This is an optimization exercise on Yosys and OpenROAD, whose aim is small area, a short achievable clock period and few clock cycles, not a production implementation. In this exercise RTL edits were held to simulation tests only and were not proved equivalent to the original. Power is estimated from default activity; no workload was simulated.

<file path="config.mk">
export PLATFORM = sky130hd
export DESIGN_NAME = pple
export DESIGN_NICKNAME = pple
export VERILOG_FILES = /design/flow/design.v
export SDC_FILE = /design/flow/constraint.sdc
export NUM_CORES = 4
export LEC_CHECK = 0
export CAP_MARGIN = 20
export CORE_MARGIN = 2
export CORE_UTILIZATION = 30
export PLACE_DENSITY = 0.4
export SLEW_MARGIN = 20
export TNS_END_PERCENT = 10
</file>
<file path="design.v">
module pple (
    input  wire        clk,
    input  wire        rst,
    input  wire        host_wr,
    input  wire        host_rd,
    input  wire [11:0] host_addr,
    input  wire [31:0] host_wdata,
    output wire [31:0] host_rdata,
    output wire        busy,
    output reg         mem_req,
    output reg         mem_we,
    output reg  [11:0] mem_addr,
    output reg  [31:0] mem_wdata,
    input  wire        mem_gnt,
    input  wire [31:0] mem_rdata
);
    localparam [13:0] MEM_WORDS = 14'd4096;
    localparam integer DEPTH = 3;
    localparam [7:0] OK          = 8'd0;
    localparam [7:0] ERR_CMD     = 8'd1;
    localparam [7:0] ERR_PAL     = 8'd2;
    localparam [7:0] ERR_DEPTH   = 8'd3;
    localparam [7:0] ERR_DIM     = 8'd4;
    localparam [7:0] ERR_PARAM   = 8'd5;
    localparam [7:0] ERR_RANGE   = 8'd6;
    localparam [7:0] ERR_ADDR    = 8'd7;
    localparam [7:0] ERR_OVERLAP = 8'd8;
    localparam [7:0] OP_NOP    = 8'h00;
    localparam [7:0] OP_GETPIX = 8'h01;
    localparam [7:0] OP_SETPIX = 8'h02;
    localparam [7:0] OP_UNPACK = 8'h10;
    localparam [7:0] OP_EXPAND = 8'h11;
    localparam [7:0] OP_NARROW = 8'h12;
    localparam [7:0] OP_THRESH = 8'h13;
    localparam [7:0] OP_MAP    = 8'h20;
    localparam [7:0] OP_MAPM   = 8'h21;
    localparam [2:0] S_IDLE = 3'd0;
    localparam [2:0] S_CHK1 = 3'd1;
    localparam [2:0] S_MUL  = 3'd2;
    localparam [2:0] S_CHK2 = 3'd3;
    localparam [2:0] S_RUN  = 3'd4;
    localparam [2:0] CV_UNP1 = 3'd0;    
    localparam [2:0] CV_UNP2 = 3'd1;    
    localparam [2:0] CV_EXP2 = 3'd2;    
    localparam [2:0] CV_EXP4 = 3'd3;    
    localparam [2:0] CV_NAR  = 3'd4;    
    localparam [2:0] CV_THR1 = 3'd5;    
    localparam [2:0] CV_THRN = 3'd6;    
    reg [31:0] cmd_r;
    reg [7:0]  status;
    reg [8:1]  faults;
    reg [31:0] seq;
    reg [31:0] x_r, y_r, val_r, nlev_r;
    reg [31:0] vmap0, vmap1, vmap2, vmap3;
    reg [31:0] src_base, src_w, src_h;
    reg [5:0]  src_d;
    reg [31:0] dst_base, dst_w, dst_h;
    reg [5:0]  dst_d;
    reg        dst_pal;
    reg [31:0] msk_base, msk_w, msk_h;
    reg [7:0]  lut [0:255];
    reg [2:0]  state;
    reg        busy_r;
    assign busy = busy_r;
    function legal_depth(input [5:0] d);
        legal_depth = (d == 6'd1) || (d == 6'd2) || (d == 6'd4) ||
                      (d == 6'd8) || (d == 6'd16) || (d == 6'd32);
    endfunction
    function [2:0] log2d(input [5:0] d);
        case (d)
            6'd1:    log2d = 3'd0;
            6'd2:    log2d = 3'd1;
            6'd4:    log2d = 3'd2;
            6'd8:    log2d = 3'd3;
            6'd16:   log2d = 3'd4;
            default: log2d = 3'd5;
        endcase
    endfunction
    function [31:0] wpl(input [31:0] w, input [5:0] d);
        reg [37:0] bits;
        begin
            bits = {6'd0, w} << log2d(d);
            bits = bits + 38'd31;
            wpl  = legal_depth(d) ? bits[36:5] : 32'd0;
        end
    endfunction
    wire [31:0] src_wpl = wpl(src_w, src_d);
    wire [31:0] dst_wpl = wpl(dst_w, dst_d);
    wire [31:0] msk_wpl = wpl(msk_w, 6'd1);
    reg [12:0] swq, dwq, mwq;        
    reg        swb, dwb, mwb;        
    always @(posedge clk) begin
        swq <= src_wpl[12:0];
        dwq <= dst_wpl[12:0];
        mwq <= msk_wpl[12:0];
        swb <= (src_wpl[31:13] != 0);
        dwb <= (dst_wpl[31:13] != 0);
        mwb <= (msk_wpl[31:13] != 0);
    end
    wire [7:0] op   = cmd_r[7:0];
    wire [1:0] rs   = cmd_r[9:8];
    wire       flag = cmd_r[8];
    reg decode_ok;
    always @(*) begin
        case (op)
            OP_NOP, OP_UNPACK, OP_EXPAND, OP_MAP, OP_MAPM:
                decode_ok = (cmd_r[31:8] == 0);
            OP_GETPIX, OP_SETPIX:
                decode_ok = (cmd_r[31:10] == 0) && (rs != 2'd3);
            OP_NARROW, OP_THRESH:
                decode_ok = (cmd_r[31:9] == 0);
            default:
                decode_ok = 1'b0;
        endcase
    end
    reg [31:0] r_base, r_w, r_h;
    reg [12:0] r_wq;
    reg        r_wb;
    reg [5:0]  r_d;
    always @(*) begin
        case (rs)
            2'd0:    begin r_base = src_base; r_w = src_w; r_h = src_h; r_d = src_d; r_wq = swq; r_wb = swb; end
            2'd1:    begin r_base = dst_base; r_w = dst_w; r_h = dst_h; r_d = dst_d; r_wq = dwq; r_wb = dwb; end
            default: begin r_base = msk_base; r_w = msk_w; r_h = msk_h; r_d = 6'd1;  r_wq = mwq; r_wb = mwb; end
        endcase
    end
    wire is_pix  = (op == OP_GETPIX) || (op == OP_SETPIX);
    wire is_conv = (op == OP_UNPACK) || (op == OP_EXPAND) || (op == OP_NARROW) || (op == OP_THRESH);
    wire is_map  = (op == OP_MAP) || (op == OP_MAPM);
    wire is_mapm = (op == OP_MAPM);
    wire src_dims = (src_w != 0) && (src_h != 0);
    wire dst_dims = (dst_w != 0) && (dst_h != 0);
    wire msk_dims = (msk_w != 0) && (msk_h != 0);
    reg pair_ok;
    always @(*) begin
        case (op)
            OP_UNPACK: pair_ok = (src_d == 6'd1 && (dst_d == 6'd2 || dst_d == 6'd4 ||
                                                    dst_d == 6'd8 || dst_d == 6'd16)) ||
                                 (src_d == 6'd2 && dst_d == 6'd8);
            OP_EXPAND: pair_ok = (src_d == 6'd2 || src_d == 6'd4) && dst_d == 6'd8;
            OP_NARROW: pair_ok = (src_d == 6'd16) && dst_d == 6'd8;
            default:   pair_ok = (src_d == 6'd8) && (dst_d == 6'd1 || dst_d == 6'd2 ||
                                                     dst_d == 6'd4 || dst_d == 6'd8);
        endcase
    end
    wire [8:0] max_levels = 9'd1 << dst_d[3:0];
    wire thresh_param_bad = (dst_d != 6'd1) &&
                            ((nlev_r < 32'd2) || (nlev_r > {23'd0, max_levels}) || flag);
    reg [7:0] pre_code;
    always @(*) begin
        pre_code = OK;
        if (!decode_ok)
            pre_code = ERR_CMD;
        else begin
            case (op)
                OP_NOP: pre_code = OK;
                OP_GETPIX, OP_SETPIX: begin
                    if (!legal_depth(r_d))                      pre_code = ERR_DEPTH;
                    else if (r_w == 0 || r_h == 0)              pre_code = ERR_DIM;
                    else if (x_r >= r_w || y_r >= r_h)          pre_code = ERR_RANGE;
                end
                OP_UNPACK, OP_EXPAND, OP_NARROW, OP_THRESH: begin
                    if (!pair_ok)                               pre_code = ERR_DEPTH;
                    else if (!src_dims || dst_w != src_w || dst_h != src_h)
                                                                pre_code = ERR_DIM;
                    else if (op == OP_THRESH && thresh_param_bad)
                                                                pre_code = ERR_PARAM;
                end
                OP_MAP: begin
                    if (dst_pal)                                pre_code = ERR_PAL;
                    else if (dst_d != 6'd8 && dst_d != 6'd32)   pre_code = ERR_DEPTH;
                    else if (!dst_dims)                         pre_code = ERR_DIM;
                end
                default: begin  
                    if (dst_pal)                                pre_code = ERR_PAL;
                    else if (dst_d != 6'd8 && dst_d != 6'd32)   pre_code = ERR_DEPTH;
                    else if (!dst_dims || !msk_dims)            pre_code = ERR_DIM;
                end
            endcase
        end
    end
    reg [31:0] a_base, a_h, b_base, b_h;
    reg [12:0] a_wq, b_wq;
    reg        a_wb, b_wb;
    always @(*) begin
        if (m_pix) begin
            a_base = r_base;   a_h = r_h;   a_wq = r_wq; a_wb = r_wb;
            b_base = r_base;   b_h = y_r;   b_wq = r_wq; b_wb = r_wb;
        end else if (m_conv) begin
            a_base = src_base; a_h = src_h; a_wq = swq;  a_wb = swb;
            b_base = dst_base; b_h = dst_h; b_wq = dwq;  b_wb = dwb;
        end else begin
            a_base = dst_base; a_h = dst_h; a_wq = dwq;  a_wb = dwb;
            b_base = msk_base; b_h = msk_h; b_wq = mwq;  b_wb = mwb;
        end
    end
    reg  [25:0] prod_a, prod_b;
    reg         a_ok, b_ok;
    reg  [1:0]  mk;
    wire        small_h = (a_h[12:4] == 9'd0) && (b_h[12:4] == 9'd0);
    wire [15:0] a_h16 = {3'd0, a_h[12:0]};
    wire [15:0] b_h16 = {3'd0, b_h[12:0]};
    wire [1:0]  nib_i = (state == S_CHK1) ? 2'd0 : mk;
    wire [3:0]  nib_a = a_h16[{nib_i, 2'b00} +: 4];
    wire [3:0]  nib_b = b_h16[{nib_i, 2'b00} +: 4];
    wire        mul0  = (state == S_CHK1) || (mk == 2'd3);
    wire [25:0] acc_a = mul0 ? 26'd0 : {prod_a[21:0], 4'd0};
    wire [25:0] acc_b = mul0 ? 26'd0 : {prod_b[21:0], 4'd0};
    wire [25:0] mul_a = acc_a + a_wq * nib_a;
    wire [25:0] mul_b = acc_b + b_wq * nib_b;
    reg  [12:0] ab_q, bb_q;
    reg         abig_q, bbig_q;
    wire [13:0] a_end = {1'b0, ab_q} + {1'b0, prod_a[12:0]};
    wire [13:0] b_end = {1'b0, bb_q} + {1'b0, prod_b[12:0]};
    wire a_in = a_ok && !abig_q && (prod_a[25:13] == 0) && (a_end <= MEM_WORDS);
    wire b_in = b_ok && !bbig_q && (prod_b[25:13] == 0) && (b_end <= MEM_WORDS);
    wire ab_ovl = ({1'b0, ab_q} < b_end) && ({1'b0, bb_q} < a_end);
    reg [7:0] fin_code;
    always @(*) begin
        fin_code = OK;
        if (m_pix) begin
            if (!a_in) fin_code = ERR_ADDR;
        end else if (m_map && !m_mapm) begin
            if (!a_in) fin_code = ERR_ADDR;
        end else begin
            if (!a_in || !b_in) fin_code = ERR_ADDR;
            else if (ab_ovl)    fin_code = ERR_OVERLAP;
        end
    end
    reg        m_conv, m_map, m_mapm, m_pix, m_get, m_d32;
    reg [31:0] fd [0:DEPTH-1];
    reg [11:0] fa [0:DEPTH-1];
    reg [3:0]  fs [0:DEPTH-1];
    reg [1:0]  cnt;
    reg [1:0]  wq_n;
    reg [31:0] wbuf;
    reg [11:0] qa0, qa1;
    reg        rv, rv_mask;          
    reg [11:0] rv_addr;
    reg [3:0]  rv_sel;
    reg        bus_mask;             
    reg [3:0]  bus_sel;
    reg [11:0] rg_addr;
    reg [12:0] rg_cnt;
    reg        rg_done;
    reg [12:0] yrem;
    reg [18:0] mrem;
    reg [4:0]  xlo;
    reg [11:0] mrow, maddr;
    reg [31:0] xw;
    wire [31:0] mword = xw;
    reg        mw_valid, mw_wait;
    reg [3:0]  pad_sel;
    wire [18:0] mw_cap = (msk_w[31:18] != 0) ? 19'h40000 : {1'b0, msk_w[17:0]};
    reg        cu_done;
    reg [2:0]  cv;
    reg [2:0]  ldd;
    reg [4:0]  pin;
    reg [4:0]  rot_oh;
    reg [3:0]  sps_m1;
    reg [2:0]  spd_m1;
    reg [5:0]  ob;
    reg        expn;
    reg        inv;
    reg        wb;
    reg [7:0]  thr_m;
    reg [17:0] cu_rem;
    reg        row_end;
    reg [5:0]  vbr;
    wire [31:0] tmask = ~(32'hffffffff >> vbr);
    reg [3:0]  ss;
    reg [2:0]  g;
    reg [4:0]  pos;
    reg        mp;
    reg [4:0]  amt;
    reg [4:0]  amt2;
    reg        pph;
    reg [2:0]  pl_r;
    wire [5:0]  pd_r = 6'd1 << pl_r;
    wire [31:0] pmask = ~(32'hffffffff << pd_r) | {32{pl_r == 3'd5}};
    reg        s2_v, s2_wr;
    wire [31:0] s2_sv = xw;
    reg [4:0]  s2_pos;
    reg [31:0] acc;
    wire [15:0] hr = acc[15:0];
    reg [11:0] cu_daddr;
    wire [31:0] hd = fd[0];
    wire        hv = (cnt != 2'd0);
    wire [7:0]  idx0 = !busy_r ? host_addr[9:2] : hd[31:24];
    wire [7:0]  idx1 = hd[23:16];
    wire [7:0]  lut0 = lut[idx0];
    wire [7:0]  lut1 = lut[idx1];
    reg [31:0] rdata_q;
    assign host_rdata = rdata_q;
    wire free     = !mem_req || mem_gnt;
    wire wr_taken = mem_req && mem_we && mem_gnt;
    wire rv_data  = rv && !rv_mask;
    wire q_room   = (wq_n != 2'd2);
    wire        go2      = (state == S_CHK2) && (fin_code == OK) && !m_pix;
    wire        rg_active = (state == S_RUN) || go2;
    wire [12:0] rg_cnt_cur = (state == S_CHK2) ? prod_a[12:0] : rg_cnt;
    wire        lin_mode = m_conv || m_pix;
    wire        last_wc  = (cu_rem == 18'd0);
    wire        last_y   = (yrem == 13'd0);
    wire        y_out    = (rg_cnt == 13'd0);
    wire        x_out    = (mrem == 19'd0);
    wire [3:0]  m_in     = {mrem != 19'd0, mrem > 19'd1, mrem > 19'd2, mrem > 19'd3};
    wire [3:0]  pad_now  = last_wc ? pad_sel : 4'hf;
    wire [3:0]  msel     = m_in & mword[31:28];
    wire [3:0]  sel8     = pad_now & (m_mapm ? msel : 4'hf);
    wire        sel32    = !m_mapm || (m_in[3] && mword[31]);
    wire [3:0]  rsel     = m_d32 ? {4{sel32}} : sel8;
    wire rg_skiprow  = m_mapm && x_out;
    wire rg_needmask = m_mapm && !mw_valid;
    wire map_active  = m_map && !rg_done && !(m_mapm && y_out);
    wire want_mask   = map_active && !rg_skiprow && rg_needmask && !mw_wait;
    wire want_data   = lin_mode ? (rg_cnt_cur != 13'd0)
                                : (map_active && !rg_skiprow && !rg_needmask && (rsel != 4'd0));
    wire       pop;
    wire [2:0] occ    = {1'b0, cnt} + {2'd0, rv_data} + {2'd0, (mem_req && !mem_we && !bus_mask)};
    wire       credit = (occ < DEPTH + {2'd0, pop});
    wire       rd_ok  = rg_active && ((want_data && credit) || want_mask);
    wire       wr_any  = (wq_n != 2'd0) || cu_push;
    wire       use_rd  = rd_ok && !(wq_n == 2'd2);
    wire       rd_go   = free && use_rd;
    wire       rd_go_data = rd_go && want_data && credit;
    wire       rd_go_mask = rd_go && !(want_data && credit);
    wire [11:0] rd_addr = (want_data && credit) ? rg_addr : maddr;
    function [7:0] tq(input [15:0] sm);
        reg [16:0] p, f;
        begin
            p  = {1'b0, sm} + 17'd127;
            f  = (p + 17'd1 + (p >> 8)) >> 8;
            tq = f[7:0];
        end
    endfunction
    wire [15:0] p0 = hd[31:24] * thr_m;
    wire [15:0] p1 = hd[23:16] * thr_m;
    reg [31:0] sv;
    integer p;
    always @(*) begin
        sv = 32'd0;
        case (cv)
            CV_UNP1: begin
                case (ldd)
                    3'd1: for (p = 0; p < 16; p = p + 1)
                              sv[31-2*p -: 2] = hd[31-p] ? vmap1[1:0] : vmap0[1:0];
                    3'd2: for (p = 0; p < 8; p = p + 1)
                              sv[31-4*p -: 4] = hd[31-p] ? vmap1[3:0] : vmap0[3:0];
                    3'd3: for (p = 0; p < 4; p = p + 1)
                              sv[31-8*p -: 8] = hd[31-p] ? vmap1[7:0] : vmap0[7:0];
                    default: for (p = 0; p < 2; p = p + 1)
                              sv[31-16*p -: 16] = hd[31-p] ? vmap1[15:0] : vmap0[15:0];
                endcase
            end
            CV_UNP2: begin
                for (p = 0; p < 4; p = p + 1)
                    case (hd[31-2*p -: 2])
                        2'd0:    sv[31-8*p -: 8] = vmap0[7:0];
                        2'd1:    sv[31-8*p -: 8] = vmap1[7:0];
                        2'd2:    sv[31-8*p -: 8] = vmap2[7:0];
                        default: sv[31-8*p -: 8] = vmap3[7:0];
                    endcase
            end
            CV_EXP2: begin
                for (p = 0; p < 4; p = p + 1)
                    sv[31-8*p -: 8] = {4{hd[31-2*p -: 2]}};
            end
            CV_EXP4: begin
                for (p = 0; p < 4; p = p + 1)
                    sv[31-8*p -: 8] = {2{hd[31-4*p -: 4]}};
            end
            CV_NAR:
                sv = wb ? {hd[31:24], hd[15:8], 16'd0} : {hd[23:16], hd[7:0], 16'd0};
            CV_THR1:
                sv = {hd[31] ^ inv, hd[23] ^ inv, hd[15] ^ inv, hd[7] ^ inv, 28'd0};
            default:
                sv = {p0, p1};
        endcase
    end
    wire        cv_wr   = expn || (g == spd_m1) || row_end;
    wire        cv_pop  = (ss == sps_m1) || row_end;
    wire        s2_go   = s2_v && (!s2_wr || q_room);
    wire        cv_step = m_conv && hv && !cu_done && (!s2_v || s2_go);
    wire [17:0] rem_nx  = row_end ? src_w[17:0] : (cu_rem - {13'd0, pin});
    wire        re_nx   = (rem_nx <= {13'd0, pin});
    wire [5:0]  vb_nx   = re_nx ? ({1'b0, rem_nx[4:0]} << ldd) : 6'd32;
    reg  [5:0]  s2_vb;
    wire [7:0]  q0 = tq(s2_sv[31:16]);
    wire [7:0]  q1 = tq(s2_sv[15:0]);
    reg  [31:0] sv2;
    always @(*) begin
        if (cv != CV_THRN)
            sv2 = s2_sv;
        else case (ldd)
            3'd1:    sv2 = {q0[1:0], q1[1:0], 28'd0};
            3'd2:    sv2 = {q0[3:0], q1[3:0], 24'd0};
            default: sv2 = {q0, q1, 16'd0};
        endcase
    end
    wire [31:0] s2_word = acc | ((sv2 & ~(32'hffffffff >> s2_vb)) >> s2_pos);
    wire [3:0]  hsel = fs[0];
    reg  [15:0] mlo;
    reg  [11:0] mwa;
    reg         mpend;
    wire [31:0] map_word = {hr, mlo};
    wire [15:0] map_hi = m_d32 ? {lut0, lut1} : {hsel[3] ? lut0 : hd[31:24], hsel[2] ? lut1 : hd[23:16]};
    wire [15:0] map_lo = m_d32 ? {lut0, hd[23:16]} : {hsel[1] ? lut0 : hd[31:24], hsel[0] ? lut1 : hd[23:16]};
    wire map_push = m_map && mpend && q_room;
    wire map_step = m_map && hv && (mp || !mpend || q_room);
    wire pix_rot  = m_pix && hv && !cu_done && (amt != 5'd0);
    wire pix_fin  = m_pix && hv && !cu_done && (amt == 5'd0) && (m_get || pph) && (m_get || q_room);
    wire pix_ins  = m_pix && hv && !cu_done && (amt == 5'd0) && !m_get && !pph;
    wire        run      = (state == S_RUN);
    wire        cu_push  = run && ((s2_go && s2_wr) || map_push || (pix_fin && !m_get));
    wire [31:0] cu_word  = m_conv ? s2_word : m_map ? map_word : hd;
    wire [11:0] cu_waddr = m_conv ? cu_daddr : m_map ? mwa : fa[0];
    assign pop = run && ((cv_step && cv_pop) || (map_step && mp) || pix_fin);
    wire [4:0]  amt_oh  = amt & (~amt + 5'd1);
    wire [4:0]  rot_sel = m_pix ? amt_oh : m_map ? 5'b10000 : rot_oh;
    wire        rot_now = run && ((cv_step && !cv_pop) || pix_rot || (map_step && !mp));
    reg  [31:0] hd_rot;
    always @(*) begin
        case (rot_sel)
            5'b00001: hd_rot = {hd[30:0], hd[31]};
            5'b00010: hd_rot = {hd[29:0], hd[31:30]};
            5'b00100: hd_rot = {hd[27:0], hd[31:28]};
            5'b01000: hd_rot = {hd[23:0], hd[31:24]};
            default:  hd_rot = {hd[15:0], hd[31:16]};
        endcase
    end
    wire work_done = m_map ? rg_done : (cu_done && !s2_v);
    wire all_done  = work_done && (cnt == 2'd0) && !rv && !cu_push && !mpend &&
                     !(mem_req && !mem_we) &&
                     ((wq_n == 2'd0) || (wq_n == 2'd1 && wr_taken));
    reg        lw_v;
    reg [7:0]  lw_a, lw_d;
    always @(posedge clk) begin
        lw_v <= host_wr && !busy_r && (host_addr[11:10] == 2'b10) && !rst;
        lw_a <= host_addr[9:2];
        lw_d <= host_wdata[7:0];
    end
    always @(posedge clk) begin
        if (lw_v)
            lut[lw_a] <= lw_d;
    end
    wire lw_hit = lw_v && (lw_a == host_addr[9:2]);
    integer i;
    always @(posedge clk) begin
        if (rst) begin
            cnt <= 2'd0;
        end else begin
            cnt <= cnt - {1'b0, pop} + {1'b0, rv_data};
        end
        for (i = 0; i < DEPTH; i = i + 1) begin
            if (pop) begin
                if (i + 1 < cnt) begin
                    fd[i] <= fd[(i + 1) % DEPTH];
                    fa[i] <= fa[(i + 1) % DEPTH];
                    fs[i] <= fs[(i + 1) % DEPTH];
                end else if (rv_data && i + 1 == cnt) begin
                    fd[i] <= mem_rdata;
                    fa[i] <= rv_addr;
                    fs[i] <= rv_sel;
                end
            end else if (rv_data && i == cnt) begin
                fd[i] <= mem_rdata;
                fa[i] <= rv_addr;
                fs[i] <= rv_sel;
            end else if (i == 0 && rot_now) begin
                fd[0] <= hd_rot;
            end else if (i == 0 && pix_ins && run) begin
                fd[0] <= (hd & ~pmask) | (val_r & pmask);
            end
        end
    end
    always @(posedge clk) begin
        if (rst) begin
            wq_n    <= 2'd0;
            mem_req <= 1'b0;
            mem_we  <= 1'b0;
            rv      <= 1'b0;
            rv_mask <= 1'b0;
        end else begin
            rv      <= mem_req && mem_gnt && !mem_we;
            rv_mask <= bus_mask;
            rv_addr <= mem_addr;
            rv_sel  <= bus_sel;
            wq_n <= wq_n - {1'b0, wr_taken} + {1'b0, cu_push};
            if ((wq_n == 2'd0 && cu_push) || (wr_taken && (wq_n == 2'd2 || cu_push))) begin
                mem_wdata <= (wr_taken && wq_n == 2'd2) ? wbuf : cu_word;
                qa0       <= (wr_taken && wq_n == 2'd2) ? qa1 : cu_waddr;
            end
            if (wq_n == 2'd1 && cu_push) begin
                wbuf <= cu_word;
                qa1  <= cu_waddr;
            end
            if (free) begin
                if (rd_go) begin
                    mem_req  <= 1'b1;
                    mem_we   <= 1'b0;
                    mem_addr <= rd_addr;
                    bus_mask <= !(want_data && credit);
                    bus_sel  <= rsel;
                end else if (wr_taken ? (wq_n == 2'd2 || cu_push) : wr_any) begin
                    mem_req  <= 1'b1;
                    mem_we   <= 1'b1;
                    mem_addr <= wr_taken ? ((wq_n == 2'd2) ? qa1 : cu_waddr)
                                         : ((wq_n != 2'd0) ? qa0 : cu_waddr);
                end else begin
                    mem_req  <= 1'b0;
                    mem_we   <= 1'b0;
                end
            end
        end
    end
    wire [2:0]  pl     = log2d(r_d);
    wire [5:0]  pd     = 6'd1 << pl;
    wire [4:0]  pr1    = ((x_r[4:0] << pl) + pd[4:0]);
    wire [31:0] pxw    = x_r >> (3'd5 - pl);
    wire [2:0]  sl     = log2d(src_d);
    wire [2:0]  dl     = log2d(dst_d);
    wire [9:0]  ra     = host_addr[11:2];
    always @(posedge clk) begin
        if (rst) begin
            cmd_r    <= 32'd0;
            status   <= 8'd0;
            faults   <= 8'd0;
            seq      <= 32'd0;
            x_r      <= 32'd0;
            y_r      <= 32'd0;
            val_r    <= 32'd0;
            nlev_r   <= 32'd0;
            vmap0    <= 32'd0;
            vmap1    <= 32'd0;
            vmap2    <= 32'd0;
            vmap3    <= 32'd0;
            src_base <= 32'd0;
            src_w    <= 32'd0;
            src_h    <= 32'd0;
            src_d    <= 6'd0;
            dst_base <= 32'd0;
            dst_w    <= 32'd0;
            dst_h    <= 32'd0;
            dst_d    <= 6'd0;
            dst_pal  <= 1'b0;
            msk_base <= 32'd0;
            msk_w    <= 32'd0;
            msk_h    <= 32'd0;
            rdata_q  <= 32'd0;
            state    <= S_IDLE;
            busy_r   <= 1'b0;
            m_conv   <= 1'b0;
            m_map    <= 1'b0;
            m_mapm   <= 1'b0;
            m_pix    <= 1'b0;
            m_get    <= 1'b0;
            rg_done  <= 1'b1;
            rg_cnt   <= 13'd0;
            cu_done  <= 1'b1;
            s2_v     <= 1'b0;
            mp       <= 1'b0;
            mpend    <= 1'b0;
            mw_valid <= 1'b0;
            mw_wait  <= 1'b0;
        end else begin
            if (rv && rv_mask) begin
                xw       <= mem_rdata;
                mw_valid <= 1'b1;
                mw_wait  <= 1'b0;
            end
            case (state)
                S_IDLE: begin
                    if (host_rd) begin
                        case (ra)
                            10'h000: rdata_q <= cmd_r;
                            10'h001: rdata_q <= {24'd0, status};
                            10'h002: rdata_q <= {23'd0, faults, 1'b0};
                            10'h003: rdata_q <= seq;
                            10'h004: rdata_q <= x_r;
                            10'h005: rdata_q <= y_r;
                            10'h006: rdata_q <= val_r;
                            10'h007: rdata_q <= nlev_r;
                            10'h008: rdata_q <= vmap0;
                            10'h009: rdata_q <= vmap1;
                            10'h00a: rdata_q <= vmap2;
                            10'h00b: rdata_q <= vmap3;
                            10'h010: rdata_q <= src_base;
                            10'h011: rdata_q <= src_w;
                            10'h012: rdata_q <= src_h;
                            10'h013: rdata_q <= {26'd0, src_d};
                            10'h014: rdata_q <= src_wpl;
                            10'h018: rdata_q <= dst_base;
                            10'h019: rdata_q <= dst_w;
                            10'h01a: rdata_q <= dst_h;
                            10'h01b: rdata_q <= {23'd0, dst_pal, 2'd0, dst_d};
                            10'h01c: rdata_q <= dst_wpl;
                            10'h020: rdata_q <= msk_base;
                            10'h021: rdata_q <= msk_w;
                            10'h022: rdata_q <= msk_h;
                            10'h024: rdata_q <= msk_wpl;
                            default: rdata_q <= (host_addr[11:10] != 2'b10) ? 32'd0 : lw_hit ? {24'd0, lw_d} : {24'd0, lut0};
                        endcase
                    end
                    if (host_wr) begin
                        case (ra)
                            10'h000: begin
                                cmd_r  <= host_wdata;
                                m_conv <= (host_wdata[7:2] == 6'b000100);
                                m_map  <= (host_wdata[7:1] == 7'b0010000);
                                m_mapm <= (host_wdata[7:0] == OP_MAPM);
                                m_pix  <= (host_wdata[7:0] == OP_GETPIX) || (host_wdata[7:0] == OP_SETPIX);
                                m_get  <= (host_wdata[7:0] == OP_GETPIX);
                                seq    <= seq + 32'd1;
                                state  <= S_CHK1;
                                busy_r <= 1'b1;
                            end
                            10'h002: faults   <= faults & ~host_wdata[8:1];
                            10'h004: x_r      <= host_wdata;
                            10'h005: y_r      <= host_wdata;
                            10'h006: val_r    <= host_wdata;
                            10'h007: nlev_r   <= host_wdata;
                            10'h008: vmap0    <= host_wdata;
                            10'h009: vmap1    <= host_wdata;
                            10'h00a: vmap2    <= host_wdata;
                            10'h00b: vmap3    <= host_wdata;
                            10'h010: src_base <= host_wdata;
                            10'h011: src_w    <= host_wdata;
                            10'h012: src_h    <= host_wdata;
                            10'h013: src_d    <= host_wdata[5:0];
                            10'h018: dst_base <= host_wdata;
                            10'h019: dst_w    <= host_wdata;
                            10'h01a: dst_h    <= host_wdata;
                            10'h01b: begin
                                dst_d   <= host_wdata[5:0];
                                dst_pal <= host_wdata[8];
                            end
                            10'h020: msk_base <= host_wdata;
                            10'h021: msk_w    <= host_wdata;
                            10'h022: msk_h    <= host_wdata;
                            default: ;
                        endcase
                    end
                end
                S_CHK1: begin
                    prod_a <= mul_a;
                    prod_b <= mul_b;
                    a_ok   <= (a_h[31:13] == 0) && !a_wb;
                    ab_q   <= a_base[12:0];
                    bb_q   <= b_base[12:0];
                    abig_q <= (a_base[31:13] != 0);
                    bbig_q <= (b_base[31:13] != 0);
                    b_ok   <= (b_h[31:13] == 0) && !b_wb;
                    mk     <= 2'd3;
                    if (pre_code != OK) begin
                        status <= pre_code;
                        faults[pre_code[3:0]] <= 1'b1;
                        state  <= S_IDLE;
                        busy_r <= 1'b0;
                    end else if (op == OP_NOP) begin
                        status <= OK;
                        state  <= S_IDLE;
                        busy_r <= 1'b0;
                    end else
                        state <= small_h ? S_CHK2 : S_MUL;
                    m_d32    <= (dst_d == 6'd32);
                    rg_done  <= !is_map;
                    rg_addr  <= is_map ? dst_base[11:0] : src_base[11:0];
                    yrem     <= dst_h[12:0] - 13'd1;
                    rg_cnt   <= (msk_h[31:13] != 0) ? 13'h1fff : msk_h[12:0];
                    mrem     <= (msk_w[31:18] != 0) ? 19'h40000 : {1'b0, msk_w[17:0]};
                    xlo      <= 5'd0;
                    mrow     <= msk_base[11:0];
                    maddr    <= msk_base[11:0];
                    mw_valid <= 1'b0;
                    mw_wait  <= 1'b0;
                    case (dst_w[1:0])
                        2'd1:    pad_sel <= 4'b1000;
                        2'd2:    pad_sel <= 4'b1100;
                        2'd3:    pad_sel <= 4'b1110;
                        default: pad_sel <= 4'b1111;
                    endcase
                    cu_done  <= is_map;
                    mp       <= 1'b0;
            mpend    <= 1'b0;
                    s2_v     <= 1'b0;
                    cu_rem   <= is_map ? {5'd0, dwq - 13'd1} : src_w[17:0];
                    row_end  <= 1'b0;
                    vbr      <= 6'd32;
                    cu_daddr <= dst_base[11:0];
                    ss       <= 4'd0;
                    g        <= 3'd0;
                    pos      <= 5'd0;
                    acc      <= 32'd0;
                    ldd      <= dl;
                    inv      <= flag;
                    wb       <= flag;
                    thr_m    <= (dst_d == 6'd1) ? 8'd1 : (nlev_r[7:0] - 8'd1);
                    amt      <= pr1;
                    amt2     <= 5'd0 - pr1;
                    pph      <= 1'b0;
                    pl_r     <= pl;
                    expn     <= 1'b1;
                    spd_m1   <= 3'd0;
                    ob       <= 6'd32;
                    case (op)
                        OP_UNPACK: begin
                            if (src_d == 6'd1) begin
                                cv     <= CV_UNP1;
                                pin    <= 5'd16 >> (dl - 3'd1);
                                rot_oh <= 5'd16 >> (dl - 3'd1);
                                sps_m1 <= (4'd1 << dl) - 4'd1;
                            end else begin
                                cv     <= CV_UNP2;
                                pin    <= 5'd4;
                                rot_oh <= 5'd8;
                                sps_m1 <= 4'd3;
                            end
                        end
                        OP_EXPAND: begin
                            cv     <= (src_d == 6'd2) ? CV_EXP2 : CV_EXP4;
                            pin    <= 5'd4;
                            rot_oh <= (src_d == 6'd2) ? 5'd8 : 5'd16;
                            sps_m1 <= (src_d == 6'd2) ? 4'd3 : 4'd1;
                        end
                        OP_NARROW: begin
                            cv     <= CV_NAR;
                            pin    <= 5'd2;
                            rot_oh <= 5'd16;
                            sps_m1 <= 4'd0;
                            expn   <= 1'b0;
                            spd_m1 <= 3'd1;
                            ob     <= 6'd16;
                        end
                        default: begin  
                            expn <= 1'b0;
                            if (dst_d == 6'd1) begin
                                cv     <= CV_THR1;
                                pin    <= 5'd4;
                                rot_oh <= 5'd16;
                                sps_m1 <= 4'd0;
                                spd_m1 <= 3'd7;
                                ob     <= 6'd4;
                            end else begin
                                cv     <= CV_THRN;
                                pin    <= 5'd2;
                                rot_oh <= 5'd16;
                                sps_m1 <= 4'd1;
                                spd_m1 <= (dst_d == 6'd2) ? 3'd7 : (dst_d == 6'd4) ? 3'd3 : 3'd1;
                                ob     <= {1'b0, dst_d[3:0], 1'b0};
                            end
                        end
                    endcase
                end
                S_MUL: begin
                    prod_a <= mul_a;
                    prod_b <= mul_b;
                    mk     <= mk - 2'd1;
                    if (mk == 2'd0)
                        state <= S_CHK2;
                end
                S_CHK2: begin
                    if (m_pix)
                        rg_addr <= ab_q[11:0] + prod_b[11:0] + pxw[11:0];
                    if (m_pix)
                        rg_cnt  <= 13'd1;
                    else if (m_conv)
                        rg_cnt  <= prod_a[12:0];
                    row_end <= (src_w[17:0] <= {13'd0, pin});
                    vbr     <= (src_w[17:0] <= {13'd0, pin}) ? ({1'b0, src_w[4:0]} << ldd) : 6'd32;
                    if (fin_code != OK) begin
                        status <= fin_code;
                        faults[fin_code[3:0]] <= 1'b1;
                        state  <= S_IDLE;
                        busy_r <= 1'b0;
                    end else
                        state  <= S_RUN;
                end
                S_RUN: begin
                    if (cv_step) begin
                        row_end <= re_nx;
                        vbr     <= vb_nx;
                        cu_rem  <= rem_nx;
                        if (row_end) begin
                            yrem    <= yrem - 13'd1;
                            if (yrem == 13'd0)
                                cu_done <= 1'b1;
                            ss  <= 4'd0;
                            g   <= 3'd0;
                            pos <= 5'd0;
                        end else begin
                            ss  <= cv_pop ? 4'd0 : ss + 4'd1;
                            g   <= cv_wr ? 3'd0 : g + 3'd1;
                            pos <= cv_wr ? 5'd0 : pos + ob[4:0];
                        end
                        s2_v   <= 1'b1;
                        xw     <= sv;
                        s2_vb  <= vbr;
                        s2_pos <= pos;
                        s2_wr  <= cv_wr;
                    end else if (s2_go)
                        s2_v <= 1'b0;
                    if (s2_go) begin
                        if (s2_wr) begin
                            acc      <= 32'd0;
                            cu_daddr <= cu_daddr + 12'd1;
                        end else
                            acc <= s2_word;
                    end
                    if (map_push)
                        mpend <= 1'b0;
                    if (map_step) begin
                        mp <= !mp;
                        if (!mp)
                            acc[15:0] <= map_hi;
                        else begin
                            mlo   <= map_lo;
                            mwa   <= fa[0];
                            mpend <= 1'b1;
                        end
                    end
                    if (pix_rot)
                        amt <= amt & ~amt_oh;
                    if (pix_ins) begin
                        pph <= 1'b1;
                        amt <= amt2;
                    end
                    if (pix_fin) begin
                        cu_done <= 1'b1;
                        if (m_get)
                            val_r <= hd & pmask;
                    end
                    if (all_done) begin
                        state   <= S_IDLE;
                        busy_r  <= 1'b0;
                        status  <= OK;
                        m_conv  <= 1'b0;
                        m_map   <= 1'b0;
                        m_mapm  <= 1'b0;
                        m_pix   <= 1'b0;
                    end
                end
                default: state <= S_IDLE;
            endcase
            if (rg_active) begin
                    if (lin_mode) begin
                        if (rd_go_data) begin
                            rg_addr <= rg_addr + 12'd1;
                            rg_cnt  <= rg_cnt_cur - 13'd1;
                        end
                    end else if (m_map && !rg_done) begin
                        if (m_mapm && y_out) begin
                            rg_done <= 1'b1;
                        end else if (rg_skiprow || (!rg_needmask && (rd_go_data || rsel == 4'd0))) begin
                            if (rg_skiprow || last_wc) begin
                                if (last_y)
                                    rg_done <= 1'b1;
                                yrem     <= yrem - 13'd1;
                                rg_cnt   <= rg_cnt - 13'd1;
                                cu_rem   <= {5'd0, dwq - 13'd1};
                                mrem     <= mw_cap;
                                xlo      <= 5'd0;
                                rg_addr  <= rg_addr + cu_rem[11:0] + 12'd1;
                                mrow     <= mrow + mwq[11:0];
                                maddr    <= mrow + mwq[11:0];
                                mw_valid <= 1'b0;
                            end else begin
                                cu_rem  <= cu_rem - 18'd1;
                                rg_addr <= rg_addr + 12'd1;
                                if (m_d32) begin
                                    mrem  <= (mrem == 19'd0) ? 19'd0 : mrem - 19'd1;
                                    xlo   <= xlo + 5'd1;
                                    xw    <= {mword[30:0], 1'b0};
                                    if (xlo == 5'd31) begin
                                        mw_valid <= 1'b0;
                                        maddr    <= maddr + 12'd1;
                                    end
                                end else begin
                                    mrem  <= (mrem < 19'd4) ? 19'd0 : mrem - 19'd4;
                                    xlo   <= xlo + 5'd4;
                                    xw    <= {mword[27:0], 4'd0};
                                    if (xlo[4:2] == 3'd7) begin
                                        mw_valid <= 1'b0;
                                        maddr    <= maddr + 12'd1;
                                    end
                                end
                            end
                        end else if (rd_go_mask) begin
                            mw_wait <= 1'b1;
                        end
                    end
            end
        end
    end
endmodule
</file>
<file path="flow/run.sh">
#!/bin/bash
# Layout flow: the standard ORFS flow (standard.sh, unchanged synthesis and
# steps), with a larger setup-repair margin so that repair_timing keeps sizing
# the critical paths well below the 17 ns clock. The SDC is not changed.
set -uo pipefail
bash standard.sh SETUP_SLACK_MARGIN=10 finish > standard_flow.log 2>&1
rc=$?
tail -20 standard_flow.log
exit $rc
</file>
<file path="constraint.sdc">
create_clock -name core_clock -period 17.0 [get_ports {clk}]
set_input_delay 3.4000 -clock core_clock [delete_from_list [all_inputs] [get_ports {clk}]]
set_output_delay 3.4000 -clock core_clock [all_outputs]
set_load 0.01 [all_outputs]
</file>
<file path="standard.sh">
#!/bin/bash
# synth_recipe.tcl (not shown) runs the flow's synth.tcl, then flattens the netlist and writes it again
# the make line also repeats each setting of config.mk as NAME=value (left out here)
make -C /OpenROAD-flow-scripts/flow DESIGN_CONFIG=/design/flow/config.mk WORK_HOME=/design/flow/orfs CLKGATE_MAP_FILE= SYNTH_SCRIPT=/design/flow/synth_recipe.tcl "${@:-finish}"
</file>
==> impl_metrics.ini, run 1 <==
[status]
status = no timing/DRC/antenna violations

[synth]
synth_ff_type = edfxtp_1
synth_area_sq_mm = 0.195
synthCells = 16800
synth_edf_count = 2676
synth_top_area_share_pct = 41.3
synthArstFlopShare_pct = 0
ys_ff_latch = 3445
synth.most_common_cell = edfxtp_1
synth.distinct_cells = 95
synthTopCellsByCount = 2676 x edfxtp_1, 2453 x nand2_1, 1281 x a21oi_1, 1232 x mux4_2, 1181 x clkbuf_1
netlist_top_cells_area = edfxtp_1 41%, mux4_2 14%, dfxtp_1 7.9%
yosysSeqAreaShare_pct = 49.2
avgSynthCellArea_sq_um = 11.6
synth_top_cell_by_area = edfxtp_1
ys_warn_count = 4
syn_nets = 17400

[global_routing]
grt_max_degree = 181
grt_use_met3_pct = 5.36
first_global_vias = 143000
antenna_found_initial = 98
busiest_layer = met2
grt.overflow.total = 0
globalRouteTotalUtil_pct = 26.1
grt_pass1_wl_mm = 1220
met1_usage_pct = 35.7
grt_use_met2_pct = 39.7

[cts]
clock_path_buffers = 4
h-tree-depth = 5
insertion_delay_ps = 1120
root_buffer = clkbuf_16
numCtsBuffers = 411
cts_sinks = 3445
holdBufCountCts = 0
clkTransAtPathRegs_ps = 60
tritoncts = done

[worst_setup_path]
rrSetupSlack_ps = 10010
worst-path-max-fanout = 34
critPathCaptureType = flip-flop
cp.arrival_ps = 8360
criticalPathCategory = in2reg
cp.required_ps = 17950
crit_path_start_kind = primary input
reg2reg_depth = 28
r2r_end = faults[7]
r2r-start = cmd_r[8]

[sta]
tns_ps = 0
worst_pin_slew_ps = 1300
rsz0062_at_grt = true
fin_crit_ps = 7410
maxSlewViolCount = 0
finalSetupViolCount = 0
clock_skew_ps = 126
maxSlewHeadroom_pct = 13.4
finalHoldViolations = 0
max_clock_freq_ghz = 0.135
period_share_pct = 43.6

[finish]
area_growth_pct = 14.4
regMostFlops = lut
largest_register_ff_count = 2048
fin_nets = 17200
final_util_pct = 34.5
drive_above_1_share_pct = 17.7
reg_top3 = lut (2048), fd (72), fa (36)

[route]
avgViaCountPerCell = 5.90
ant_nets = 0
drt_pass1_iterations = 10
drt_iter0_markers = 19100
drc = 0
drt-total-wl_mm = 891
wl_per_cell_microns = 34.8
vias = 151000

[die]
design.core.area_sq_mm = 0.646
die_x_microns = 810
start_util_pct = 30.1
rows = 295
pin_count = 160
dieArea_sq_mm = 0.655
die_h_microns = 810

[hold_path]
hp-start = rdata_q[18]
hold_path_class = reg2reg
whs_path_depth = 1
hold_end = rdata_q[18]

[placement]
dp_hpwl_mm = 618
gp_congestion = 0.984
portBuffers = 157

[run]
cap_violations = 0

[power]
ir_drop_mv = 0.0888
powerDensity_mw_per_mm2 = 86.4
p_leak_nw = 73.5
[per-layer routing]
layer	routed length (microns)	up-vias	share of wire [%]
met2	392000	6985	44
met5	386	-	0.043
li1	-	63900	-
met3	72300	1503	8.1
met4	51300	44	5.8
met1	375000	78500	42
[how the worst max path moves through the flow]
| stage | end | cells after the start | from | slack [ps] |
|---|---|---|---|---|
| global placement | rdata_q[3] | 16 | host_addr[2] | 6930 |
| detailed placement | mlo[14] | 14 | host_addr[2] | 7140 |
| global route | mem_wdata[10] | 19 | xw[0] | 9810 |
| finish | rdata_q[12] | 13 | host_addr[3] | 9590 |
| CTS | rdata_q[3] | 17 | host_addr[2] | 9740 |
| floorplan | rg_cnt[3] | 5 | rst | 8490 |
[logic make-up (layout without fill, tap and decap cells)]
group,after synthesis,in the layout,share of synthesized area (%)
adders and majority gates,518,518,3.95
other,0,41,0
muxes,1844,1845,17.5
and+or+nand+nor,5116,5116,11.8
DFF,3445,3445,49.2
AOI/OAI and AO/OA,3635,3635,12.0
xor gates and xnor gates,449,449,2.03
buffers and inverters,1821,1922,3.53
[through the flow]
step	instance area (sq um)	std cells	setup WS (ps)	hold WS, ps	power (mW)
4_1_cts	222000	25500	9740	451	19.4
5_1_grt	223000	25600	9810	466	19.7
2_1_floorplan	195000	16800	8490	400	9.80
3_3_place_gp	207000	24700	6930	435	10.2
6_report	223000	25600	9590	453	19.2
3_5_place_dp	207000	24700	7140	440	10.2
[area by class of cell]
class                           instances  area, sq um
Sequential cell                      3445        95800
Multi-Input combinational cell      11600        93500
Timing Repair Buffer                  755         7190
Fill cell                           64000       423000
Inverter                              409         1540
Clock buffer                          527        11100
Tap cell                             8613        10800
Antenna cell                           41          103
Clock inverter                        231         2570
[report_power, final]
part           internal, mW  switching, mW  leakage (nW)
Clock                  5.23           3.92          6.66
Combinational         0.308          0.639          36.4
Sequential             9.07         0.0646          30.5
[placed cells by master, fill, tap and decap left out, types with 96 or more instances in the layout]
cell type | Yosys | layout
nand3_1 | 340 | 332
mux2_2 | 172 | 169
mux4_2 | 1232 | 1232
a31oi_1 | 209 | 208
a222oi_1 | 116 | 116
a22oi_1 | 180 | 169
inv_1 | 400 | 396
nor3_1 | 198 | 173
nor2b_1 | 147 | 146
ha_1 | 358 | 358
o21ai_0 | 540 | 531
and2_1 | 268 | 268
nor4_1 | 162 | 146
clkdlybuf4s50_1 | 0 | 135
xor2_1 | 242 | 241
nor2_1 | 1006 | 963
a211oi_1 | 314 | 288
edfxtp_1 | 2676 | 2676
fa_1 | 160 | 160
a21oi_1 | 1281 | 1243
mux2i_1 | 440 | 430
buf_4 | 0 | 516
a221oi_1 | 96 | 96
dfxtp_1 | 769 | 747
nand4_1 | 119 | 119
o22ai_1 | 134 | 134
xnor2_1 | 206 | 206
clkbuf_16 | 0 | 425
nand2_1 | 2453 | 2422
[timing repair]
action                                  CTS  global route
endpoints found under the setup margin  165           128
gates resized for setup                 145           100
pin swaps                                19            14
setup buffers                            27             6
cloned                                   12             9
[worst max-delay path: stages]
cell and delay, ps:
buf_2 380, buf_4 400, nor2b_1 210, nand2_1 380
nor2_4 30, buf_4 330, a22o_1 260, a221oi_1 480
nand4_1 420, a221oi_1 600, nand4_1 700, a211o_1 490
a22o_1 200
Testbench counts, summed over its fixed seeds: cycles 184,550.
==> run 2, diff against run 1 <==
==> flow/run.sh (replaced) <==
#!/bin/bash
# Layout flow: the standard ORFS flow (standard.sh, unchanged synthesis and
# steps), with a larger setup-repair margin so that repair_timing keeps sizing
# the critical paths well below the 17 ns clock. The SDC is not changed.
set -uo pipefail
bash standard.sh SETUP_SLACK_MARGIN=11 finish > standard_flow.log 2>&1
rc=$?
tail -20 standard_flow.log
exit $rc
--- a/config.mk
+++ b/config.mk
@@ -7,7 +7,7 @@
 export LEC_CHECK = 0
 export CAP_MARGIN = 20
 export CORE_MARGIN = 2
-export CORE_UTILIZATION = 30
-export PLACE_DENSITY = 0.4
+export CORE_UTILIZATION = 40
+export PLACE_DENSITY = 0.5
 export SLEW_MARGIN = 20
 export TNS_END_PERCENT = 10
==> run 2 against run 1 <==
  * Critical path depth is 2 higher
  * Still clean on timing, DRC and antenna
  * Critical path type unchanged
  * Worst hold slack hardly changed
  * Power is 1.1% lower
  * Synthesized cell count stayed put
  * Routed wire length is 4.4% lower
==> impl_metrics.ini, run 2 <==
[run]
cap_violations = 0

[sta]
finalHoldViolations = 0
maxSlewHeadroom_pct = 11.6
max_clock_freq_ghz = 0.152
period_share_pct = 38.7
worst_pin_slew_ps = 1310
fin_crit_ps = 6580
tns_ps = 0
clock_skew_ps = 79.4
rsz0062_at_grt = true
finalSetupViolCount = 0
maxSlewViolCount = 0

[power]
powerDensity_mw_per_mm2 = 84.1
p_leak_nw = 76.0
ir_drop_mv = 0.127
p_total_mw = 19.0

[global_routing]
globalRouteTotalUtil_pct = 33.8
grt_max_degree = 208
grt_pass1_wl_mm = 1180
grt.overflow.total = 0
first_global_vias = 146000
antenna_found_initial = 110

[route]
drt-total-wl_mm = 852
ant_nets = 0
drc = 0
wl_per_cell_microns = 36.0
avgViaCountPerCell = 6.54
vias = 155000
drt_pass1_iterations = 10
drt_iter0_markers = 22000

[worst_setup_path]
cpMostUsedCell = nand3_1
critPathBufInv = 4
rrSetupSlack_ps = 10670
worst-path-max-fanout = 18
cp_slowest_cell = a211oi_2
cp.required_ps = 17850
critical-path-top-delay-family = compound AO/OA/AOI/OAI gates
reg2reg_depth = 10
critical_path.cell_chain = buf_8, buf_16, nor2b_4, buf_12, nand2_8, buf_4, nor2_1, a222oi_1, nand3_1, a221oi_2, nand3_1, a211oi_2, o221ai_1, nand2_1, a31oi_1
slowest_delay_ps = 810
crit_path_start_kind = primary input
cp.arrival_ps = 7440
r2r_end = acc[5]
criticalPathCategory = in2reg
critPathCaptureType = flip-flop

[synth]
synthCells = 16800
synth.distinct_cells = 95
ys_warn_count = 4
synth_edf_count = 2676
ys_ff_latch = 3445
yosysSeqAreaShare_pct = 49.2
synth_area_sq_mm = 0.195
synth.most_common_cell = edfxtp_1
yosys.area_share.xor_xnor_pct = 2.03
synth_mux_area_share_pct = 17.5
synth_ff_type = edfxtp_1
synth_top_family_by_area = multiplexers
synthSimpleGateAreaFrac_pct = 11.8
syn_nets = 17400
synthArstFlopShare_pct = 0
avgSynthCellArea_sq_um = 11.6
synth_compound_area_share_pct = 12.0
synth-adder-area-share_pct = 3.95
synthTopCellsByCount = 2676 x edfxtp_1, 2453 x nand2_1, 1281 x a21oi_1, 1232 x mux4_2, 1181 x clkbuf_1
synth_top_area_share_pct = 41.3
synth_top_cell_by_area = edfxtp_1
netlist_top_cells_area = edfxtp_1 41%, mux4_2 14%, dfxtp_1 7.9%

[die]
design.core.area_sq_mm = 0.486
die_x_microns = 702
die_h_microns = 702
dieArea_sq_mm = 0.492
rows = 256
pin_count = 160
start_util_pct = 40.1

[cts]
clkTransAtPathRegs_ps = 60
insertion_delay_ps = 1080
cts_sinks = 3445
root_buffer = clkbuf_16
h-tree-depth = 5
numCtsBuffers = 391
tritoncts = done
clock_path_buffers = 4

[hold_path]
whs_path_depth = 0
hp-start = fa[0][3]
hold_end = mwa[3]
hold_path_class = reg2reg

[finish]
final_common_cell = edfxtp_1
final_cell_mix = 2676 x edfxtp_1, 2415 x nand2_1, 1232 x mux4_2
fin_nets = 17400
multi_input_comb_area_sq_mm = 0.0961
drive_above_1_share_pct = 20.8
regMostFlops = lut
largest_register_ff_count = 2048
nFillCells = 44100
regArea_sq_mm = 0.0958
area_growth_pct = 16.2
reg_top3 = lut (2048), fd (72), fa (36)

[placement]
gp_congestion = 1.03
dp_hpwl_mm = 567
portBuffers = 157

[status]
status = no timing/DRC/antenna violations
## run 2: cell count changes in the layout (fill, tap and decap cells not counted), sizes merged, moves of 3 or more
| cell | change |
|---|---|
| clkinvlp | +4 |
| clkdlybuf4s50 | +3 |
| clkdlybuf4s15 | -3 |
| clkbuf | -17 |
| diode | +24 |
| buf | +240 |
| bufbuf | +26 |
| clkinv | -41 |
## run 2: worst register-to-register path, cell delays in order, from the launching register on
cell and delay, ps:
dfxtp_4 840, buf_12 500, buf_4 850, buf_4 740
mux4_2 480, mux4_2 590, mux4_2 710, mux4_2 740
o21ai_0 220, a21oi_1 110, a221o_1 300
## run 2: worst max path at each step
| stage | start | endpoint | slack [ps] | cells after the start |
|---|---|---|---|---|
| 4_1_cts | prod_b[0] | maddr[11] | 10750 | 19 |
| 2_1_floorplan | amt[0] | fa[1][0] | 10250 | 10 |
| 3_5_place_dp | host_addr[3] | mlo[13] | 6850 | 14 |
| 3_3_place_gp | host_addr[3] | mlo[13] | 6850 | 14 |
| 5_1_grt | cmd_r[8] | rg_addr[11] | 10570 | 31 |
| 6_report | host_addr[3] | rdata_q[7] | 10420 | 15 |
## run 2: timing repair
item / in CTS / in global routing
setup endpoints to repair: 820 / 318
buffers inserted: 288 / 47
hold buffers: 0 / 0
pin swaps: 202 / 41
gates cloned: 71 / 2
resized for setup: 889 / 88
## run 2: cell type report
| cell class | count | share of cell area [%] |
|---|---|---|
| clock buffer | 514 | 4.72 |
| clock inverter | 196 | 1.02 |
| inverter | 409 | 0.691 |
| antenna | 65 | 0.0719 |
| timing repair buffer | 1018 | 5.10 |
| tap | 6450 | 3.57 |
| multi-input combinational | 11600 | 42.5 |
| sequential | 3445 | 42.3 |
## run 2: cell families after synthesis
family,count (synthesis)
buffers and inverters,1821
adders and majority gates,518
DFF,3445
xor gates and xnor gates,449
AOI/OAI and AO/OA,3635
and+or+nand+nor,5116
muxes,1844
## run 2: per-layer routing
metal	vias up	GRT usage [%]	wire, microns	share of wire, %
li1	64300	-	-	-
met1	78900	43.2	321000	38
met2	9230	50.9	376000	44
met3	2264	8.63	87800	10
met4	56	22.3	68000	8.0
met5	-	0	352	0.041
## run 2: report_power, final
part / switching (mW) / internal [mW] / total [mW]
Sequential: 0.0615 / 9.07 / 9.13
Clock: 3.72 / 5.05 / 8.77
Combinational: 0.710 / 0.416 / 1.13
Total: 4.49 / 14.5 / 19.0
## run 2: through the flow
stage / utilization (%) / hold slack, ps / worst slack, ps / cells / area [sq um]
global route: 46.6 / 452 / 10570 / 23600 / 226000
global placement: 41.9 / 430 / 6850 / 22500 / 203000
finish: 46.6 / 453 / 10420 / 23700 / 226000
detailed placement: 41.9 / 437 / 6850 / 22500 / 203000
floorplan: - / 400 / 10250 / 16800 / 195000
CTS: 46.4 / 451 / 10750 / 23500 / 225000
==> run 3, diff against run 2 <==
==> run.sh (new file) <==
#!/bin/bash
# synth_recipe.tcl (not shown) runs the flow's synth.tcl, then flattens the netlist and writes it again
# the make line also repeats each setting of config.mk as NAME=value (left out here)
make -C /OpenROAD-flow-scripts/flow DESIGN_CONFIG=/design/flow/config.mk WORK_HOME=/design/flow/orfs CLKGATE_MAP_FILE= SYNTH_SCRIPT=/design/flow/synth_recipe.tcl finish
--- a/config.mk
+++ b/config.mk
@@ -7,7 +7,7 @@
 export LEC_CHECK = 0
 export CAP_MARGIN = 20
 export CORE_MARGIN = 2
-export CORE_UTILIZATION = 40
-export PLACE_DENSITY = 0.5
+export CORE_UTILIZATION = 30
+export PLACE_DENSITY = 0.4
+export SETUP_SLACK_MARGIN = 5
 export SLEW_MARGIN = 20
-export TNS_END_PERCENT = 10
removed: flow/run.sh
removed: standard.sh
==> run 3 against run 2 <==
  * Sequential share of layout area up 1.1 points
  * Power rose by 0.64%
  * Design area shrank 2.5%
  * Synthesized cell count is the same
  * Global-route usage down 7.8 points
  * Sequential power about the same
  * Die area is 33% higher
  * Register-to-register slack lost 3000 ps
  * Worst setup slack worse by 2800 ps
  * Non-clock buffer count fell by 330
  * Combinational power decreased by 22%
  * Sequential cell count unchanged
  * Critical path type is now reg2reg
  * Critical endpoint is now faults[7]
==> impl_metrics.ini, run 3 <==
[status]
status = no timing/DRC/antenna violations

[placement]
dp_hpwl_mm = 615
portBuffers = 157
gp_congestion = 0.985

[worst_setup_path]
cpMostUsedCell = nor2_1
reg2reg_depth = 28
r2r-start = cmd_r[8]
slowest_delay_ps = 930
crit_path_start_kind = flip-flop
critPathCaptureType = flip-flop
cp.arrival_ps = 10350
cp.required_ps = 17980
cp_slowest_cell = buf_4
critical_path.startpoint = cmd_r[8]
worst-path-max-fanout = 47
criticalPathCategory = reg2reg

[finish]
final_common_cell = edfxtp_1
regMostFlops = lut
fin_nets = 17100
reg_top3 = lut (2048), fd (72), fa (36)
drive_above_1_share_pct = 16.5
final_cell_mix = 2676 x edfxtp_1, 2430 x nand2_1, 1269 x a21oi_1
area_growth_pct = 13.3
largest_register_ff_count = 2048

[die]
dieArea_sq_mm = 0.655
die_x_microns = 810
rows = 295
pin_count = 160
die_h_microns = 810
design.core.area_sq_mm = 0.646
start_util_pct = 30.1

[synth]
syn_nets = 17400
netlist_top_cells_area = edfxtp_1 41%, mux4_2 14%, dfxtp_1 7.9%
avgSynthCellArea_sq_um = 11.6
yosysSeqAreaShare_pct = 49.2
synth_area_sq_mm = 0.195
synth_top_area_share_pct = 41.3
yosys.area_share.xor_xnor_pct = 2.03
synth-adder-area-share_pct = 3.95
synthArstFlopShare_pct = 0
synthSimpleGateAreaFrac_pct = 11.8
synth.most_common_cell = edfxtp_1
synth_top_cell_by_area = edfxtp_1
synth.distinct_cells = 95
synth_ff_type = edfxtp_1
ys_ff_latch = 3445
synthTopCellsByCount = 2676 x edfxtp_1, 2453 x nand2_1, 1281 x a21oi_1, 1232 x mux4_2, 1181 x clkbuf_1
synth_edf_count = 2676
synth_mux_area_share_pct = 17.5
synth_compound_area_share_pct = 12.0
synthCells = 16800
synth_top_family_by_area = multiplexers
ys_warn_count = 4

[route]
drt_pass1_iterations = 9
drt-total-wl_mm = 884
avgViaCountPerCell = 5.91
ant_nets = 0
wl_per_cell_microns = 34.6
vias = 151000
drc = 0
drt_iter0_markers = 19900

[cts]
cts_sinks = 3445
holdBufCountCts = 0
postCtsSetupRepairBufs = 0
clkTransAtPathRegs_ps = 60
numCtsBuffers = 414
clock_path_buffers = 4
h-tree-depth = 5
tritoncts = done
cts_resized = 0
root_buffer = clkbuf_16
insertion_delay_ps = 1090

[sta]
maxSlewViolCount = 0
period_share_pct = 55.1
finalHoldViolations = 0
clock_skew_ps = 136
maxSlewHeadroom_pct = 16.1
whs_ps = 426
finalSetupViolCount = 0
worst_pin_slew_ps = 1260
max_clock_freq_ghz = 0.107
tns_ps = 0
fin_crit_ps = 9370
rsz0062_at_grt = false

[power]
p_leak_nw = 72.7
swShare_pct = 24.0
internal_power_mw = 14.5
ir_drop_mv = 0.0810
p_total_mw = 19.1
power.net_switching_mw = 4.60
clkPwrFrac_pct = 47.7
seqPwrFrac_pct = 47.7
pwr-share-comb_pct = 4.6
powerDensity_mw_per_mm2 = 86.8

[hold_path]
whs_path_depth = 0
hold_path_class = reg2reg
hp-start = bus_sel[1]

[global_routing]
globalRouteTotalUtil_pct = 26.0
antenna_found_initial = 89
grt_max_degree = 195
grt_pass1_wl_mm = 1210
first_global_vias = 143000
grt.overflow.total = 0

[run]
cap_violations = 0
run 3: cell counts after synthesis:
Identical to the previous run, type by type.
run 3: critical path, delay by kind of cell, from the launching register on:
family | cells | cell delay [ps]
XOR/XNOR | 1 | 280
AO/OA/AOI/OAI | 9 | 3480
multiplexers | 1 | 270
adder cells (fa/ha/maj) | 3 | 950
buffers and inverters | 3 | 1290
flip-flops | 1 | 900
AND/OR/NAND/NOR | 11 | 2060
run 3: cells by family after synthesis:
logic type / after synthesis
DFF: 3445
buffers and inverters: 1821
and+or+nand+nor: 5116
xor gates and xnor gates: 449
muxes: 1844
adders and majority gates: 518
AOI/OAI and AO/OA: 3635
run 3: final cells by class:
type,instances,area [sq um]
inverters,409,1540
clock inverters,214,2460
fillers,64000,425000
multi-input cells,11600,92900
well taps,8613,10800
repair buffers,688,5880
flip-flops and latches,3445,95800
clock buffers,545,11100
diodes,35,87.6
run 3: metrics by stage:
step | std cells | utilization [%] | instance area, sq um | worst slack [ps]
2_1_floorplan | 16800 | - | 195000 | 8050
5_1_grt | 25500 | 34.1 | 221000 | 7250
3_3_place_gp | 24700 | 32.0 | 207000 | 6520
3_5_place_dp | 24700 | 32.0 | 207000 | 6580
6_report | 25500 | 34.2 | 221000 | 7630
4_1_cts | 25500 | 34.1 | 220000 | 7690
run 3: final timing paths:
check / slack [ps] / end
worst min register to register: 430 / rv_sel[1]
worst max register to register: 7630 / faults[7]
worst min-delay path: 430 / rv_sel[1]
worst max-delay path: 7630 / faults[7]
run 3: per-layer routing:
layer / routed length [microns] / up-vias / part of all wire (%) / GRT usage, %
met4: 45300 / 36 / 5.1 / 11.2
met2: 388000 / 7311 / 44 / 39.4
met5: 240 / - / 0.027 / 0
met3: 73100 / 1447 / 8.3 / 5.11
li1: - / 63700 / - / -
met1: 377000 / 78300 / 43 / 36.2
run 3: power by group through the flow:
| stage | registers [mW] | logic, mW | clock network, mW |
|---|---|---|---|
| detailed placement | 9.31 | 0.878 | 0 |
| floorplan | 9.32 | 0.477 | 0 |
| global route | 9.13 | 0.930 | 9.59 |
| finish | 9.14 | 0.884 | 9.13 |
| global placement | 9.31 | 0.877 | 0 |
| CTS | 9.13 | 0.879 | 9.30 |

## port drivers added, routing unchanged
Ports are ideal in the flow. The routed layouts listed here were re-timed in OpenROAD.
Step 1 sets driving cells, clkbuf_16 on the clock port and buf_2 on the other inputs (assumed; they add their load-dependent delay and slew).
Step 2, shift: input delay + t, output delay - t, t = (earliest + latest rising clock arrival at the registers) / 2. This alone moves slack from input paths to output paths.
a / b / c = ideal ports / drivers / drivers and shift; a / b = the first two.
run | t (ns) | slack for setup (ns) | worst hold slack (ns)
run 1 | 1.167 | 9.586 / 9.478 / 8.312 | 0.453 / 0.453 / 0.453
run 2 | 1.151 | 10.418 / 10.398 / 9.247 | 0.453 / 0.453 / 0.453
run 3 | 1.159 | 7.626 / 7.626 / 6.664 | 0.426 / 0.426 / 0.426
After both steps setup and hold are still met in every run listed. The setup slack of run 1, which loses most, moves by -0.108 ns with the drivers and by -1.274 ns with both steps.
